From an optimization exercise on the open Yosys and OpenROAD flow, aimed at small area; shortcuts taken in it are not production practice. The RTL was checked by simulation tests, not by an equivalence proof against the original design. Power figures rest on the tool's default switching activity, not on a simulated workload.

== v4 ==
==> flow/design.v (excerpt) <==
module crc_frame_engine (
    input  wire        clk,
    input  wire        rst,         
    input  wire        req_valid,
    output wire        req_ready,
    input  wire        req_write,
    input  wire [6:0]  req_addr,    
    input  wire [1:0]  req_size,    
    input  wire [31:0] req_wdata,
    output wire        rsp_valid,
    output wire        rsp_err,     
    output wire [31:0] rsp_rdata
);
    reg [199:0] r;             
    reg [7:0]   t;             
    reg [15:0]  crc;
    reg [15:0]  calc_crc;      
    reg [3:0]   count;
    reg [2:0]   pres;
    reg         cmd_err;
    reg         ovf;
    reg         smp_vld;       
    reg         fcrc_vld;      
    reg         busy;          
    wire [2:0] tk  = t[2:0];               
    wire [4:0] tb  = t[7:3];               
    wire       eob = (tk == 3'd7);
    wire       wrap = eob && (tb == 5'd24);
    wire [31:0] w       = req_wdata;
    wire [3:0]  cmd_op  = w[3:0];
    wire [7:0]  cmd_a   = w[15:8];
    wire [7:0]  cmd_len = w[23:16];
    wire        cmd_src = w[4];
    wire [4:0]  word    = req_addr[6:2];
    wire bus_ok = (req_size == 2'd2) && (req_addr[1:0] == 2'b00);
    wire wr_ok  = req_valid && bus_ok && req_write;
    wire rd_ok  = req_valid && bus_ok && !req_write;
    wire is_cmd = wr_ok && (word == 5'h00);
    reg cmd_legal;
    always @(*) begin
        case (cmd_op)
            4'h0, 4'h1, 4'h4, 4'h6:
                cmd_legal = (w[31:4] == 28'd0);
            4'h2, 4'h5:
                cmd_legal = (w[31:16] == 16'd0) && (w[7:4] == 4'd0);
            4'h3:
                cmd_legal = (w[31:24] == 8'd0) && (w[7:5] == 3'd0);
            default:
                cmd_legal = 1'b0;
        endcase
    end
    wire cmd_ok   = is_cmd && cmd_legal;
    wire op_init  = cmd_ok && (cmd_op == 4'h1);
    wire op_byte  = cmd_ok && (cmd_op == 4'h2);
    wire op_range = cmd_ok && (cmd_op == 4'h3);
    wire op_clear = cmd_ok && (cmd_op == 4'h4);
    wire op_push  = cmd_ok && (cmd_op == 4'h5);
    wire op_parse = cmd_ok && (cmd_op == 4'h6);
    wire [4:0] range_end   = cmd_a[3:0] + cmd_len[3:0];
    wire [4:0] range_limit = cmd_src ? 5'd10 : {1'b0, count};
    wire       range_ok    = (cmd_a[7:4] == 4'd0) && (cmd_len[7:4] == 4'd0) &&
  ...
clock: 6.0 ns
lec_check: 0
cap_margin: 20
core_margin: 2
core_utilization: 40
cts_buf_list: sky130_fd_sc_hd__clkbuf_4
cts_cluster_size: 30
gpl_timing_driven: 0
slew_margin: 20
run.sh (not shown) runs the stock make flow with config.mk's settings and CLKGATE_MAP_FILE= SYNTH_SCRIPT=/design/flow/synth_recipe.tcl, a recipe that flattens the netlist after the stock synthesis.
Modified inputs, v33 compared to v4
==> flow/flow/run.sh (new file) <==
#!/bin/bash
# Own layout flow: the standard flow (standard.sh, with the standard
# synthesis unchanged), with a few ORFS variables set for a smaller layout:
#  - port buffers are buf_1 instead of the default delay-buffer cell
#  - the netlist's synthesis buffers are removed at floorplan
#  - clock tree synthesis uses clkbuf_8 and inserts no dummy loads
# The make output goes to standard.log; each tool's own log is kept by ORFS
# under orfs/logs/.
set -euo pipefail
export REMOVE_ABC_BUFFERS=1
export BUFFER_PORTS_ARGS="-buffer_cell sky130_fd_sc_hd__buf_1"
export CTS_ARGS="-sink_clustering_enable -repair_clock_nets -dont_use_dummy_load -buf_list sky130_fd_sc_hd__clkbuf_8 -sink_clustering_size 20 -sink_clustering_max_diameter 50"
bash standard.sh > standard.log 2>&1
==> flow/standard.sh (new file) <==
#!/bin/bash
# synth_recipe.tcl (not shown) runs the flow's synth.tcl, then flattens the netlist and writes it again
# the make line also repeats each setting of config.mk as NAME=value (left out here)
make -C /OpenROAD-flow-scripts/flow DESIGN_CONFIG=/design/flow/config.mk WORK_HOME=/design/flow/orfs CLKGATE_MAP_FILE= SYNTH_SCRIPT=/design/flow/synth_recipe.tcl "${@:-finish}"
removed: flow/run.sh
### Flow results
- Compared with v4, the router placed fewer vias in v33.
- Diff v4 -> v33: final critical-path required period -0.097 ns, post-layout instance area fell by about 10%.
- v33: all stages complete, timing, DRC and antenna checks passed
> inputs changed (v33 -> v16)
--- a/flow/flow/run.sh
+++ b/flow/flow/run.sh
@@ -6 +6 @@
-#  - clock tree synthesis uses clkbuf_8 and inserts no dummy loads
+#  - clock tree synthesis uses clkbuf_4 and inserts no dummy loads
@@ -12 +12 @@
-export CTS_ARGS="-sink_clustering_enable -repair_clock_nets -dont_use_dummy_load -buf_list sky130_fd_sc_hd__clkbuf_8 -sink_clustering_size 20 -sink_clustering_max_diameter 50"
+export CTS_ARGS="-sink_clustering_enable -repair_clock_nets -dont_use_dummy_load -buf_list sky130_fd_sc_hd__clkbuf_4 -sink_clustering_size 30"
### Flow results
Looking at the reports, v16 completed the entire flow and the layout it produced met the timing, design-rule and antenna checks. Changes observed in v16 relative to v33: non-clock buffering overhead in the final layout flat, worst hold slack up 0.011 ns, relative slew slack up 1.3 points. Looking at total power after layout across v16 and v33, the one that comes out higher is v16. Compared with v33, in v16 switching power share of the total has increased, number of placed instances with taps included has remained practically unchanged, initial standard-cell utilization of the core has remained practically unchanged, setup slack has decreased, fmax has remained practically unchanged.

## static timing again, ports no longer ideal
The flow's constraints put no driver on any port. The routed layouts listed below were extracted and timed again, unchanged, in two steps. Step 1, drivers: a clkbuf_16 drives clk and a buf_2 each remaining input, both assumed. Step 2 also shifts input and output timing later by t, the mid clock arrival at the registers, as if the neighbouring blocks saw the same clock. a / b / c = ideal ports / drivers / drivers and shift; a / b = the first two.
run | t (ns) | setup slack, ns | worst hold slack (ns)
v4 | 0.687 | 0.135 / 0.107 / 0.107 | 0.311 / 0.311 / 0.311
v33 | 0.536 | 0.232 / 0.210 / 0.210 | 0.276 / 0.276 / 0.276
v16 | 0.655 | 0.222 / 0.200 / 0.200 | 0.287 / 0.287 / 0.287
After both steps setup and hold are still met in every run listed. For v4, which loses most, drivers alone change the setup slack by -0.028 ns; drivers and shift together by -0.028 ns.
